This is an optimization exercise on Yosys and OpenROAD, whose aim is small area, a short achievable clock period and few clock cycles, not a production implementation.
Where RTL was checked, it was by simulation tests only, not by an equivalence proof against the original.

==> inputs of build 87 <==
==> flow/design.v (excerpt) <==
module bxc_acc (
    input  wire        clk,
    input  wire        rst,           
    input  wire        start,
    input  wire        cfg_b58,       
    input  wire        cfg_decode,    
    input  wire [8:0]  cfg_radix,     
    input  wire        in_valid,
    input  wire [8:0]  in_data,
    output wire        in_ready,
    output wire        out_valid,
    output wire [9:0]  out_data,
    input  wire        out_ready,
    output wire        busy,
    output reg  [2:0]  err_code,
    output reg  [31:0] err_pos
);
make LEC_CHECK=0 CAP_MARGIN=70 CORE_MARGIN=2 CORE_UTILIZATION=40 PLACE_DENSITY=0.6 SLEW_MARGIN=70 SYNTH_HIERARCHICAL=1 finish   # period 36.0 ns
run.sh (not shown) runs the stock make flow with config.mk's settings and CLKGATE_MAP_FILE= SYNTH_SCRIPT=/design/flow/synth_recipe.tcl, a recipe that flattens the netlist after the stock synthesis.
==> inputs of trial 22, as changes to build 87 <==
--- a/flow/design.v
+++ b/flow/design.v
@@ -225,17 +225,17 @@
             if (!ldec && fst_r[2*u+1] && pact_prev[u] && QR[8*u+4 +: 4] != 4'd0) ovf_now[u] = 1'b1;
             if ( ldec && fst_r[2*u+1] && pact_prev[u] && (HR[8*u +: 8] != 8'd0 || CB[u])) ovf_now[u] = 1'b1;
         end
     end
     reg [NBW-1:0] ovf_u;
     always @(*) begin
         ovf_u = {NBW{1'b0}};
         for (u = B - 1; u >= 0; u = u - 1)
-            if (ovf[u]) ovf_u = u;
+            if (ovf[u] || ovf_now[u]) ovf_u = u;
     end
     wire [6:0] jx      = (ph >= S) ? ph - S : ph + L;         
     wire       jx_nz   = (X[8*S-1 -: 8] != 8'd0);
     reg  [6:0] grow;             
     wire       jx_ok   = !(firstp && ph < S);                
     wire       len_up  = jx_nz && jx_ok && jx >= len;
     wire [6:0] len_n   = len_up ? jx + 7'd1 : len;
     wire [7:0] need    = {1'b0, len_n} + {1'b0, grow};
@@ -250,21 +250,26 @@
             else if (a <= FINE) lfit = {l[5:1], 1'b0};
             else                lfit = {l[5:2], 2'b00};
         end
     endfunction
     wire [5:0] L_lo    = lfit({1'b0, len} + {1'b0, grow});
     wire [5:0] L_hi    = lfit({1'b0, Lr} + {1'b0, grow});
     wire [5:0] L_ext   = (jx_nz && jx_ok) ? L_hi : L_lo;
     wire [511:0] V = {X, R};
-    wire [6:0] rd_off  = wr - {1'b0, L};
-    wire [5:0] rd_idx  = (wr < {1'b0, L}) ? wr[5:0] : (6'd63 - rd_off[5:0]);
+    reg  [6:0] w0;
+    wire [6:0] len_nx  = (run && len_up) ? jx + 7'd1 : len;
+    wire [6:0] ph_nx   = ph_last ? 7'd0 : ph + 7'd1;
+    wire [7:0] w0_t    = {1'b0, len_nx} - 8'd1 - {1'b0, ph_nx};
+    wire [6:0] rd_w    = (state == ST_OUT) ? wr : w0;
+    wire [6:0] rd_off  = rd_w - {1'b0, L};
+    wire [5:0] rd_idx  = (rd_w < {1'b0, L}) ? rd_w[5:0] : (6'd63 - rd_off[5:0]);
     wire [7:0] rd_cell = V[8*rd_idx +: 8];
     wire [7:0] rd_char = (lb58 && !ldec) ? rom58(rd_cell[5:0]) : rd_cell;
-    wire drained = in_stop && nq == 0 && !use_raw && pact == {B{1'b0}} && ph > S;
+    wire drained = in_stop && nq == 0 && !use_raw && pact == {B{1'b0}} && ph >= S;
     wire cfg_ok = cfg_b58 || (cfg_radix >= 9'd2 && cfg_radix <= 9'd256);
     wire [NBW:0] q_after  = {1'b0, (bnd ? {NBW{1'b0}} : nq)} + {{NBW{1'b0}}, sym_q};
     wire         rdy_room = !end_taken && !(raw_v && raw_eos) && !stop_in && !sym_bad && (q_after < B);
     wire         rdy_full = (q_after >= B - 1);
     integer j;
     always @(posedge clk) begin
         for (j = 0; j < NA; j = j + 1) begin
             if (j == NA - 1)
@@ -321,16 +326,17 @@
                     for (j = 0; j < B; j = j + 1)
                         if (nq == j) qb[8*j +: 8] <= raw_val;
                     nq     <= nq + 1'b1;
                 end
             end
             grow <= grom(ldec, lr[8:3]);
             nlr  <= 10'd0 - {1'b0, lr};
             nlr1 <= nlr;
+            w0 <= w0_t[7] ? w0_t[6:0] + Lr : w0_t[6:0];
             fst_r <= {fst_r[S-2:0], bnd};
             for (j = 0; j < S; j = j + 1) begin
                 if (j == 0 ? bnd : fst_r[j-1])
                     act_r[j] <= (j == 0) ? (nq != 0) : pact[j/2];
             end
             if (bnd) begin
                 Lr0    <= Lr;
                 firstp <= go_first;
@@ -339,17 +345,17 @@
             if (go_first)
                 ph <= 7'd0;
             else if (state != ST_IDLE && state != ST_FILL)
                 ph <= ph_last ? 7'd0 : ph + 7'd1;
             if (run && ph == S - 1 && pact != {B{1'b0}} && L_ext > L)
                 L <= L_ext;
             if (run && len_up)
                 len <= jx + 7'd1;
-            if (run && ph == S)
+            if (run && ph == S - 1)
                 ovf <= {B{1'b0}};
             else
                 ovf <= ovf | ovf_now;
             in_ready_r <= 1'b0;
             case (state)
                 ST_IDLE: begin
                     out_valid_r <= 1'b0;
                     raw_v       <= 1'b0;
@@ -392,37 +398,43 @@
                             out_data_r  <= 10'h300;
                         end else begin
                             state       <= ST_OUT;
                             jn          <= 7'd0;
                             endtok      <= 1'b0;
                         end
                     end else if (state == ST_FILL && go_first) begin
                         state <= ST_RUN;
-                    end else if (run && ph == S && ovf != {B{1'b0}}) begin
+                    end else if (run && ph == S - 1 && (ovf | ovf_now) != {B{1'b0}}) begin
                         err_code    <= E_CAPACITY;
                         err_pos     <= err_pos - {24'd0, cs_prev} + {{(32-NBW){1'b0}}, ovf_u};
                         state       <= ST_FLUSH;
                         in_ready_r  <= 1'b0;
                         out_valid_r <= 1'b1;
                         out_data_r  <= 10'h300;
                     end else if (run && drained) begin
                         in_ready_r <= 1'b0;
                         if (stop_in) begin
                             err_code    <= E_INVALID;
                             state       <= ST_FLUSH;
                             out_valid_r <= 1'b1;
                             out_data_r  <= 10'h300;
                         end else begin
-                            state  <= ST_OUT;
-                            jn     <= len;
-                            endtok <= 1'b0;
-                            wr     <= ({1'b0, len} + {1'b0, Lr} - 8'd2 - {1'b0, ph} >= {1'b0, Lr})
-                                      ? len - 7'd2 - ph
-                                      : len + Lr - 7'd2 - ph;
+                            state       <= ST_OUT;
+                            out_valid_r <= 1'b1;
+                            if (len == 7'd0) begin
+                                out_data_r <= 10'h100;
+                                endtok     <= 1'b1;
+                                jn         <= 7'd0;
+                            end else begin
+                                out_data_r <= {2'b00, rd_char};
+                                endtok     <= 1'b0;
+                                jn         <= len - 7'd1;
+                                wr         <= (w0 >= 7'd2) ? w0 - 7'd2 : w0 + Lr - 7'd2;
+                            end
                         end
                     end
                 end
                 ST_OUT: begin
                     if (!out_valid_r || out_ready) begin
                         if (out_valid_r && endtok) begin
                             out_valid_r <= 1'b0;
                             busy_r      <= 1'b0;
==> flow/flow/run.sh (new file) <==
#!/bin/bash
# Layout flow: the standard ORFS flow (standard.sh, synthesis unchanged),
# with the port buffers built from sky130_fd_sc_hd__buf_2 cells instead of the
# delay-buffer cells buffer_ports picks by default. Every input and output
# port still gets its own buffer.
set -euo pipefail
export BUFFER_PORTS_ARGS="-buffer_cell sky130_fd_sc_hd__buf_2"
bash standard.sh finish > standard_flow.log 2>&1
==> flow/standard.sh (new file) <==
#!/bin/bash
# synth_recipe.tcl (not shown) runs the flow's synth.tcl, then flattens the netlist and writes it again
# the make line also repeats each setting of config.mk as NAME=value (left out here)
make -C /OpenROAD-flow-scripts/flow DESIGN_CONFIG=/design/flow/config.mk WORK_HOME=/design/flow/orfs CLKGATE_MAP_FILE= SYNTH_SCRIPT=/design/flow/synth_recipe.tcl "${@:-finish}"
removed: flow/run.sh
==> inputs of build 2, as changes to build 87 <==
--- a/flow/design.v
+++ b/flow/design.v
@@ -225,17 +225,17 @@
             if (!ldec && fst_r[2*u+1] && pact_prev[u] && QR[8*u+4 +: 4] != 4'd0) ovf_now[u] = 1'b1;
             if ( ldec && fst_r[2*u+1] && pact_prev[u] && (HR[8*u +: 8] != 8'd0 || CB[u])) ovf_now[u] = 1'b1;
         end
     end
     reg [NBW-1:0] ovf_u;
     always @(*) begin
         ovf_u = {NBW{1'b0}};
         for (u = B - 1; u >= 0; u = u - 1)
-            if (ovf[u]) ovf_u = u;
+            if (ovf[u] || ovf_now[u]) ovf_u = u;
     end
     wire [6:0] jx      = (ph >= S) ? ph - S : ph + L;         
     wire       jx_nz   = (X[8*S-1 -: 8] != 8'd0);
     reg  [6:0] grow;             
     wire       jx_ok   = !(firstp && ph < S);                
     wire       len_up  = jx_nz && jx_ok && jx >= len;
     wire [6:0] len_n   = len_up ? jx + 7'd1 : len;
     wire [7:0] need    = {1'b0, len_n} + {1'b0, grow};
@@ -250,21 +250,24 @@
             else if (a <= FINE) lfit = {l[5:1], 1'b0};
             else                lfit = {l[5:2], 2'b00};
         end
     endfunction
     wire [5:0] L_lo    = lfit({1'b0, len} + {1'b0, grow});
     wire [5:0] L_hi    = lfit({1'b0, Lr} + {1'b0, grow});
     wire [5:0] L_ext   = (jx_nz && jx_ok) ? L_hi : L_lo;
     wire [511:0] V = {X, R};
-    wire [6:0] rd_off  = wr - {1'b0, L};
-    wire [5:0] rd_idx  = (wr < {1'b0, L}) ? wr[5:0] : (6'd63 - rd_off[5:0]);
+    wire [7:0] w0_t    = {1'b0, len} - 8'd1 - {1'b0, ph};
+    wire [6:0] w0      = w0_t[7] ? w0_t[6:0] + Lr : w0_t[6:0];
+    wire [6:0] rd_w    = (state == ST_OUT) ? wr : w0;
+    wire [6:0] rd_off  = rd_w - {1'b0, L};
+    wire [5:0] rd_idx  = (rd_w < {1'b0, L}) ? rd_w[5:0] : (6'd63 - rd_off[5:0]);
     wire [7:0] rd_cell = V[8*rd_idx +: 8];
     wire [7:0] rd_char = (lb58 && !ldec) ? rom58(rd_cell[5:0]) : rd_cell;
-    wire drained = in_stop && nq == 0 && !use_raw && pact == {B{1'b0}} && ph > S;
+    wire drained = in_stop && nq == 0 && !use_raw && pact == {B{1'b0}} && ph >= S;
     wire cfg_ok = cfg_b58 || (cfg_radix >= 9'd2 && cfg_radix <= 9'd256);
     wire [NBW:0] q_after  = {1'b0, (bnd ? {NBW{1'b0}} : nq)} + {{NBW{1'b0}}, sym_q};
     wire         rdy_room = !end_taken && !(raw_v && raw_eos) && !stop_in && !sym_bad && (q_after < B);
     wire         rdy_full = (q_after >= B - 1);
     integer j;
     always @(posedge clk) begin
         for (j = 0; j < NA; j = j + 1) begin
             if (j == NA - 1)
@@ -339,17 +342,17 @@
             if (go_first)
                 ph <= 7'd0;
             else if (state != ST_IDLE && state != ST_FILL)
                 ph <= ph_last ? 7'd0 : ph + 7'd1;
             if (run && ph == S - 1 && pact != {B{1'b0}} && L_ext > L)
                 L <= L_ext;
             if (run && len_up)
                 len <= jx + 7'd1;
-            if (run && ph == S)
+            if (run && ph == S - 1)
                 ovf <= {B{1'b0}};
             else
                 ovf <= ovf | ovf_now;
             in_ready_r <= 1'b0;
             case (state)
                 ST_IDLE: begin
                     out_valid_r <= 1'b0;
                     raw_v       <= 1'b0;
@@ -392,37 +395,43 @@
                             out_data_r  <= 10'h300;
                         end else begin
                             state       <= ST_OUT;
                             jn          <= 7'd0;
                             endtok      <= 1'b0;
                         end
                     end else if (state == ST_FILL && go_first) begin
                         state <= ST_RUN;
-                    end else if (run && ph == S && ovf != {B{1'b0}}) begin
+                    end else if (run && ph == S - 1 && (ovf | ovf_now) != {B{1'b0}}) begin
                         err_code    <= E_CAPACITY;
                         err_pos     <= err_pos - {24'd0, cs_prev} + {{(32-NBW){1'b0}}, ovf_u};
                         state       <= ST_FLUSH;
                         in_ready_r  <= 1'b0;
                         out_valid_r <= 1'b1;
                         out_data_r  <= 10'h300;
                     end else if (run && drained) begin
                         in_ready_r <= 1'b0;
                         if (stop_in) begin
                             err_code    <= E_INVALID;
                             state       <= ST_FLUSH;
                             out_valid_r <= 1'b1;
                             out_data_r  <= 10'h300;
                         end else begin
-                            state  <= ST_OUT;
-                            jn     <= len;
-                            endtok <= 1'b0;
-                            wr     <= ({1'b0, len} + {1'b0, Lr} - 8'd2 - {1'b0, ph} >= {1'b0, Lr})
-                                      ? len - 7'd2 - ph
-                                      : len + Lr - 7'd2 - ph;
+                            state       <= ST_OUT;
+                            out_valid_r <= 1'b1;
+                            if (len == 7'd0) begin
+                                out_data_r <= 10'h100;
+                                endtok     <= 1'b1;
+                                jn         <= 7'd0;
+                            end else begin
+                                out_data_r <= {2'b00, rd_char};
+                                endtok     <= 1'b0;
+                                jn         <= len - 7'd1;
+                                wr         <= (w0 >= 7'd2) ? w0 - 7'd2 : w0 + Lr - 7'd2;
+                            end
                         end
                     end
                 end
                 ST_OUT: begin
                     if (!out_valid_r || out_ready) begin
                         if (out_valid_r && endtok) begin
                             out_valid_r <= 1'b0;
                             busy_r      <= 1'b0;
==> flow/flow/run.sh (new file) <==
#!/bin/bash
# Layout flow: the standard ORFS flow (standard.sh, synthesis unchanged),
# with the port buffers built from sky130_fd_sc_hd__buf_2 cells instead of the
# delay-buffer cells buffer_ports picks by default. Every input and output
# port still gets its own buffer.
set -euo pipefail
export BUFFER_PORTS_ARGS="-buffer_cell sky130_fd_sc_hd__buf_2"
bash standard.sh finish > standard_flow.log 2>&1
==> flow/standard.sh (new file) <==
#!/bin/bash
# synth_recipe.tcl (not shown) runs the flow's synth.tcl, then flattens the netlist and writes it again
# the make line also repeats each setting of config.mk as NAME=value (left out here)
make -C /OpenROAD-flow-scripts/flow DESIGN_CONFIG=/design/flow/config.mk WORK_HOME=/design/flow/orfs CLKGATE_MAP_FILE= SYNTH_SCRIPT=/design/flow/synth_recipe.tcl "${@:-finish}"
CAP_MARGIN = 45   (was 70)
SLEW_MARGIN = 45   (was 70)
removed: flow/run.sh
==> notes <==
- Count of clock-buffer cells in the layout, lowest first: build 2, build 87, trial 22.
- The lowest register-to-register slack belongs to build 2, the highest to build 87.
- Wire length: build 87 > build 2 > trial 22.
Testbench counts of build 87, summed over its fixed seeds: cycles 47,571.
Testbench counts of trial 22, summed over its fixed seeds: cycles 47,093.
Testbench counts of build 2, summed over its fixed seeds: cycles 47,093.

========
==> inputs of v36 <==
bxc_acc, a different RTL version from the one above (not shown whole).
make LEC_CHECK=0 CAP_MARGIN=20 CORE_MARGIN=2 CORE_UTILIZATION=40 PLACE_DENSITY=0.6 SLEW_MARGIN=20 finish   # period 36.0 ns
Stock flow here: none of the scripts above is used.
==> v15 (differences from v36) <==
--- a/flow/design.v
+++ b/flow/design.v
@@ -200,55 +200,17 @@
             wire [7:0] sym = pb[8*U +: 8];
             wire [3:0] qr  = QR[4*k +: 4];
             wire [7:0] xa  = XA[8*U +: 8];
             wire [7:0] hr  = HR[8*U +: 8];
             assign st_act[k] = act;
             assign st_fst[k] = fst;
-            reg [7:0] e_rem;
-            reg [3:0] e_q;
-            reg [8:0] e_t;
-            reg [9:0] e_d;
-            reg       e_b;
-            integer   i;
-            always @(*) begin
-                e_rem = cin;
-                for (i = 0; i < 4; i = i + 1) begin
-                    e_b   = fst ? sym[(H == 0 ? 7 : 3) - i] : qr[i];
-                    e_t   = {e_rem, e_b};
-                    e_d   = {1'b0, e_t} - {1'b0, lr};
-                    e_q[i] = !e_d[9];
-                    e_rem = e_d[9] ? e_t[7:0] : e_d[7:0];
-                end
-            end
-            reg [7:0] d_acc;
-            reg [3:0] d_p;
-            reg [8:0] d_s;
-            reg [3:0] d_bits;
-            reg [8:0] d_sum;
-            reg [7:0] d_out;
-            always @(*) begin
-                d_acc  = (H == 0) ? 8'd0 : xa;
-                d_bits = (H == 0) ? cin[3:0] : cin[7:4];
-                for (i = 0; i < 4; i = i + 1) begin
-                    d_s    = {1'b0, d_acc} + (d_bits[i] ? lr : 9'd0);
-                    d_p[i] = d_s[0];
-                    d_acc  = d_s[8:1];
-                end
-                if (H == 0) begin
-                    d_sum = 9'd0;
-                    d_out = {cin[7:4], d_p};
-                end else begin
-                    d_sum = {1'b0, d_p, cin[3:0]} + (fst ? {1'b0, sym} : {1'b0, hr})
-                            + {8'd0, (fst ? 1'b0 : CB[U])};
-                    d_out = d_sum[7:0];
-                end
-            end
-            assign st_out[8*k +: 8] = !act ? cin : (ldec ? d_out : e_rem);
-            assign st_q[4*k +: 4]   = e_q;
-            assign st_acc[8*k +: 8] = d_acc;
-            assign st_cb[k]         = d_sum[8];
+            bxc_acc_stage #(.H(H)) u_st (
+                .cin(cin), .sym(sym), .qr(qr), .xa(xa), .hr(hr), .cb(CB[U]),
+                .fst(fst), .act(act), .ldec(ldec), .lr(lr),
+                .cout(st_out[8*k +: 8]), .q(st_q[4*k +: 4]),
+                .acc(st_acc[8*k +: 8]), .cbo(st_cb[k]));
         end
     endgenerate
     reg [B-1:0] ovf_now;
     integer u;
     always @(*) begin
         for (u = 0; u < B; u = u + 1) begin
@@ -388,36 +350,36 @@
                 ovf <= ovf | ovf_now;
             in_ready_r <= 1'b0;
             case (state)
                 ST_IDLE: begin
                     out_valid_r <= 1'b0;
                     raw_v       <= 1'b0;
+                    lr          <= cfg_b58 ? 9'd58 : cfg_radix;
+                    ldec        <= cfg_decode;
+                    lb58        <= cfg_b58;
+                    nq          <= 0;
+                    nz_seen     <= 1'b0;
+                    end_taken   <= 1'b0;
+                    stop_in     <= 1'b0;
+                    cs_cur      <= 8'd0;
+                    cs_prev     <= 8'd0;
+                    ph          <= 7'd0;
+                    L           <= LMIN;
+                    len         <= 7'd0;
+                    pact        <= {B{1'b0}};
+                    pact_prev   <= {B{1'b0}};
+                    fst_r       <= {S{1'b0}};
+                    act_r       <= {S{1'b0}};
+                    ovf         <= {B{1'b0}};
                     if (start) begin
                         err_pos <= 32'd0;
                         if (cfg_ok) begin
                             err_code   <= E_NONE;
-                            lr         <= cfg_b58 ? 9'd58 : cfg_radix;
-                            ldec       <= cfg_decode;
-                            lb58       <= cfg_b58;
                             busy_r     <= 1'b1;
                             state      <= ST_FILL;
                             in_ready_r <= 1'b1;
-                            nq         <= 0;
-                            nz_seen    <= 1'b0;
-                            end_taken  <= 1'b0;
-                            stop_in    <= 1'b0;
-                            cs_cur     <= 8'd0;
-                            cs_prev    <= 8'd0;
-                            ph         <= 7'd0;
-                            L          <= LMIN;
-                            len        <= 7'd0;
-                            pact       <= {B{1'b0}};
-                            pact_prev  <= {B{1'b0}};
-                            fst_r      <= {S{1'b0}};
-                            act_r      <= {S{1'b0}};
-                            ovf        <= {B{1'b0}};
                         end else begin
                             err_code <= E_BADCFG;
                         end
                     end
                 end
                 ST_FILL, ST_RUN: begin
@@ -510,6 +472,68 @@
                     busy_r <= 1'b0;
                 end
             endcase
         end
     end
 endmodule
+module bxc_acc_stage #(
+    parameter H = 0
+) (
+    input  wire [7:0] cin,
+    input  wire [7:0] sym,
+    input  wire [3:0] qr,
+    input  wire [7:0] xa,
+    input  wire [7:0] hr,
+    input  wire       cb,
+    input  wire       fst,
+    input  wire       act,
+    input  wire       ldec,
+    input  wire [8:0] lr,
+    output wire [7:0] cout,
+    output wire [3:0] q,
+    output wire [7:0] acc,
+    output wire       cbo
+);
+    integer i;
+    reg [7:0] e_rem;
+    reg [3:0] e_q;
+    reg [8:0] e_t;
+    reg [9:0] e_d;
+    reg       e_b;
+    always @(*) begin
+        e_rem = cin;
+        for (i = 0; i < 4; i = i + 1) begin
+            e_b   = fst ? sym[(H == 0 ? 7 : 3) - i] : qr[i];
+            e_t   = {e_rem, e_b};
+            e_d   = {1'b0, e_t} - {1'b0, lr};
+            e_q[i] = !e_d[9];
+            e_rem = e_d[9] ? e_t[7:0] : e_d[7:0];
+        end
+    end
+    reg [7:0] d_acc;
+    reg [3:0] d_p;
+    reg [8:0] d_s;
+    reg [3:0] d_bits;
+    reg [8:0] d_sum;
+    reg [7:0] d_out;
+    always @(*) begin
+        d_acc  = (H == 0) ? 8'd0 : xa;
+        d_bits = (H == 0) ? cin[3:0] : cin[7:4];
+        for (i = 0; i < 4; i = i + 1) begin
+            d_s    = {1'b0, d_acc} + (d_bits[i] ? lr : 9'd0);
+            d_p[i] = d_s[0];
+            d_acc  = d_s[8:1];
+        end
+        if (H == 0) begin
+            d_sum = 9'd0;
+            d_out = {cin[7:4], d_p};
+        end else begin
+            d_sum = {1'b0, d_p, cin[3:0]} + (fst ? {1'b0, sym} : {1'b0, hr})
+                    + {8'd0, (fst ? 1'b0 : cb)};
+            d_out = d_sum[7:0];
+        end
+    end
+    assign cout = !act ? cin : (ldec ? d_out : e_rem);
+    assign q    = e_q;
+    assign acc  = d_acc;
+    assign cbo  = d_sum[8];
+endmodule
--- a/flow/config.mk
+++ b/flow/config.mk
@@ -7,6 +7,7 @@
 export LEC_CHECK = 0
 export CAP_MARGIN = 20
 export CORE_MARGIN = 2
 export CORE_UTILIZATION = 40
 export PLACE_DENSITY = 0.6
 export SLEW_MARGIN = 20
+export SYNTH_HIERARCHICAL = 1
==> v4 (differences from v36) <==
--- a/flow/design.v
+++ b/flow/design.v
@@ -148,14 +148,12 @@
     reg  [5:0]   L;              
     reg  [6:0]   len;            
     reg  [NBW-1:0] nbc;          
     reg  [8*B-1:0] pb;           
     reg  [B-1:0] pact;           
     reg  [B-1:0] pact_prev;      
-    reg  [S-1:0] fst_r;          
-    reg  [S-1:0] act_r;          
     reg  [B-1:0] ovf;            
     reg  [6:0]   wr;             
     reg  [6:0]   jn;             
     reg          endtok;         
     reg  [8*NA-1:0] R;
     reg  [8*S-1:0]  X;
@@ -192,14 +190,14 @@
     genvar k;
     generate
         for (k = 0; k < S; k = k + 1) begin : g_st
             localparam integer U = k / 2;
             localparam integer H = k % 2;
             wire [7:0] cin = (k == 0) ? R[7:0] : X[8*((k == 0) ? 0 : k - 1) +: 8];
-            wire       fst = fst_r[k];
-            wire       act = act_r[k];
+            wire       fst = run && (ph == k);
+            wire       act = run && ((ph >= k) ? pact[U] : pact_prev[U]);
             wire [7:0] sym = pb[8*U +: 8];
             wire [3:0] qr  = QR[4*k +: 4];
             wire [7:0] xa  = XA[8*U +: 8];
             wire [7:0] hr  = HR[8*U +: 8];
             assign st_act[k] = act;
             assign st_fst[k] = fst;
@@ -250,15 +248,17 @@
     endgenerate
     reg [B-1:0] ovf_now;
     integer u;
     always @(*) begin
         for (u = 0; u < B; u = u + 1) begin
             ovf_now[u] = 1'b0;
-            if (!ldec && fst_r[2*u]   && pact_prev[u] && QR[8*u +: 4]   != 4'd0) ovf_now[u] = 1'b1;
-            if (!ldec && fst_r[2*u+1] && pact_prev[u] && QR[8*u+4 +: 4] != 4'd0) ovf_now[u] = 1'b1;
-            if ( ldec && fst_r[2*u+1] && pact_prev[u] && (HR[8*u +: 8] != 8'd0 || CB[u])) ovf_now[u] = 1'b1;
+            if (pact_prev[u]) begin
+                if (!ldec && st_fst[2*u]   && QR[8*u +: 4]     != 4'd0) ovf_now[u] = 1'b1;
+                if (!ldec && st_fst[2*u+1] && QR[8*u+4 +: 4]   != 4'd0) ovf_now[u] = 1'b1;
+                if ( ldec && st_fst[2*u+1] && (HR[8*u +: 8] != 8'd0 || CB[u])) ovf_now[u] = 1'b1;
+            end
         end
     end
     reg [NBW-1:0] ovf_u;
     always @(*) begin
         ovf_u = {NBW{1'b0}};
         for (u = B - 1; u >= 0; u = u - 1)
@@ -322,14 +322,12 @@
             ph          <= 7'd0;
             L           <= LMIN;
             len         <= 7'd0;
             nbc         <= {NBW{1'b0}};
             pact        <= {B{1'b0}};
             pact_prev   <= {B{1'b0}};
-            fst_r       <= {S{1'b0}};
-            act_r       <= {S{1'b0}};
             ovf         <= {B{1'b0}};
             wr          <= 7'd0;
             jn          <= 7'd0;
             endtok      <= 1'b0;
         end else begin
             if (in_valid && in_ready_r) begin
@@ -345,15 +343,15 @@
             if (sym_cnt)
                 err_pos <= err_pos + 32'd1;
             if (sym_q)
                 nz_seen <= 1'b1;
             if (bnd) begin
                 pb <= qb;
-                pact_prev <= pact;
                 for (j = 0; j < B; j = j + 1)
                     pact[j] <= (j < nq);
+                pact_prev <= pact;
                 nbc       <= nq;
                 cs_prev   <= cs_cur + {7'd0, sym_cnt};
                 cs_cur    <= {5'd0, nq} + {7'd0, sym_cnt};
                 if (sym_q) begin
                     qb[7:0] <= raw_val;
                     nq    <= 1;
@@ -366,17 +364,12 @@
                 if (sym_q) begin
                     for (j = 0; j < B; j = j + 1)
                         if (nq == j) qb[8*j +: 8] <= raw_val;
                     nq     <= nq + 1'b1;
                 end
             end
-            fst_r <= {fst_r[S-2:0], bnd};
-            for (j = 0; j < S; j = j + 1) begin
-                if (j == 0 ? bnd : fst_r[j-1])
-                    act_r[j] <= (j == 0) ? (nq != 0) : pact[j/2];
-            end
             if (go_first)
                 ph <= 7'd0;
             else if (state != ST_IDLE && state != ST_FILL)
                 ph <= ph_last ? 7'd0 : ph + 7'd1;
             if (run && ph == S - 1 && pact != {B{1'b0}} && need > {1'b0, Lr} && L_ext > L)
                 L <= L_ext;
@@ -409,14 +402,12 @@
                             cs_prev    <= 8'd0;
                             ph         <= 7'd0;
                             L          <= LMIN;
                             len        <= 7'd0;
                             pact       <= {B{1'b0}};
                             pact_prev  <= {B{1'b0}};
-                            fst_r      <= {S{1'b0}};
-                            act_r      <= {S{1'b0}};
                             ovf        <= {B{1'b0}};
                         end else begin
                             err_code <= E_BADCFG;
                         end
                     end
                 end
==> notes <==
Against v15, the cell area of v36 is smaller by about 8%. In v15 the flip-flop and latch count is higher than in v4, by 14. Of v4 and v36, v4 has the higher critical path depth (gap 3). Against v15, the wire length of v36 is lower by 11%. Cell count: v15 > v36 > v4. Synthesized area: v15 > v36 > v4. The highest global-route usage belongs to v4, the lowest to v36. In v15 the register-to-register slack is better than in v4, by 3.2 ns. Against v15, the die area of v36 is lower by 9.4%. In v15 the synthesized cell count is larger than in v4, by about 6%. Via count: v15 > v36 > v4.
==> figures <==
item                                                                                   v15           v4          v36
Outcome                                                           timing/DRC/antenna clean  timing/DRC/antenna clean  timing/DRC/antenna clean
Total CTS buffers                                                                       93           96          100
Seq. cell area                                                                  0.0184 mm2   0.0181 mm2   0.0184 mm2
GRT Resource Usage Total                                                             23.3%        23.4%        23.2%
Basic-gate share of the synthesized area counting and, or, nand and nor cells            -        18.6%        19.5%
Final Core Density                                                                   43.6%        44.3%        44.4%
Worst R2R Start                                                                      lr[1]     state[2]        lr[1]
Total of warnings raised by yosys                                                        9            1            1
Primary flip-flop cell chosen by synthesis mapping                                       -      dfxtp_1      dfxtp_1
Avg WL per Cell                                                                    21.2 um      20.5 um      19.9 um
Area of the die                                                                  0.178 mm2    0.161 mm2    0.161 mm2
Clock buffer instance count of the final layout                                        130          133          133
Worst R2R Path Depth                                                                    30           53           50
Critical Path AT                                                                  10.47 ns     13.28 ns     12.32 ns
Clock period minus final worst setup slack                                         9.79 ns     12.72 ns     11.73 ns
Post-route clock skew                                                            0.0576 ns    0.0895 ns    0.0598 ns
Total half-perimeter wirelength after legalization and detailed placement        156000 um    140000 um    135000 um
Top-count cell post-synth                                                                -         ha_1         ha_1
Seq cells                                                                              831          817          833
Part of the Yosys area used for sequential elements                                      -        28.7%        29.1%
Placer Congestion                                                                    0.924        0.915        0.899
Testbench counts of v36, summed over its fixed seeds: cycles 48,915.
Function not checked in v15 and v4: the RTL went through the layout flow alone.

[afterwards: timing with drivers on the ports]
The flow's constraints put no driver on any port. The routed layouts listed below were extracted and timed again, unchanged, in two steps. Step 1, drivers: a clkbuf_16 drives clk and a buf_2 each remaining input, both assumed. Step 2 times the ports against the registers' clock, not the clock port: input delays grow and output delays shrink by t, the midpoint of the rising clock arrivals with the driver on. Slacks: no drivers / after step 1 / after step 2; pairs: no drivers / after step 1.
run	t (ns)	slack for setup (ns)	worst setup path at the end
build 87	0.814	26.838 / 26.755 / 26.533	input to register
trial 22	0.807	27.347 / 27.269 / 26.699	input to register
build 2	0.808	26.239 / 26.239 / 26.239	register to register
v36	0.811	24.268 / 24.268 / 23.823	input to register
v15	0.805	26.212 / 26.274 / 25.469	input to register
v4	0.784	23.276 / 23.276 / 23.276	register to register
After both steps every run listed still meets setup and hold. The setup slack of v15, which loses most, moves by +0.062 ns with the drivers and by -0.743 ns with both steps.
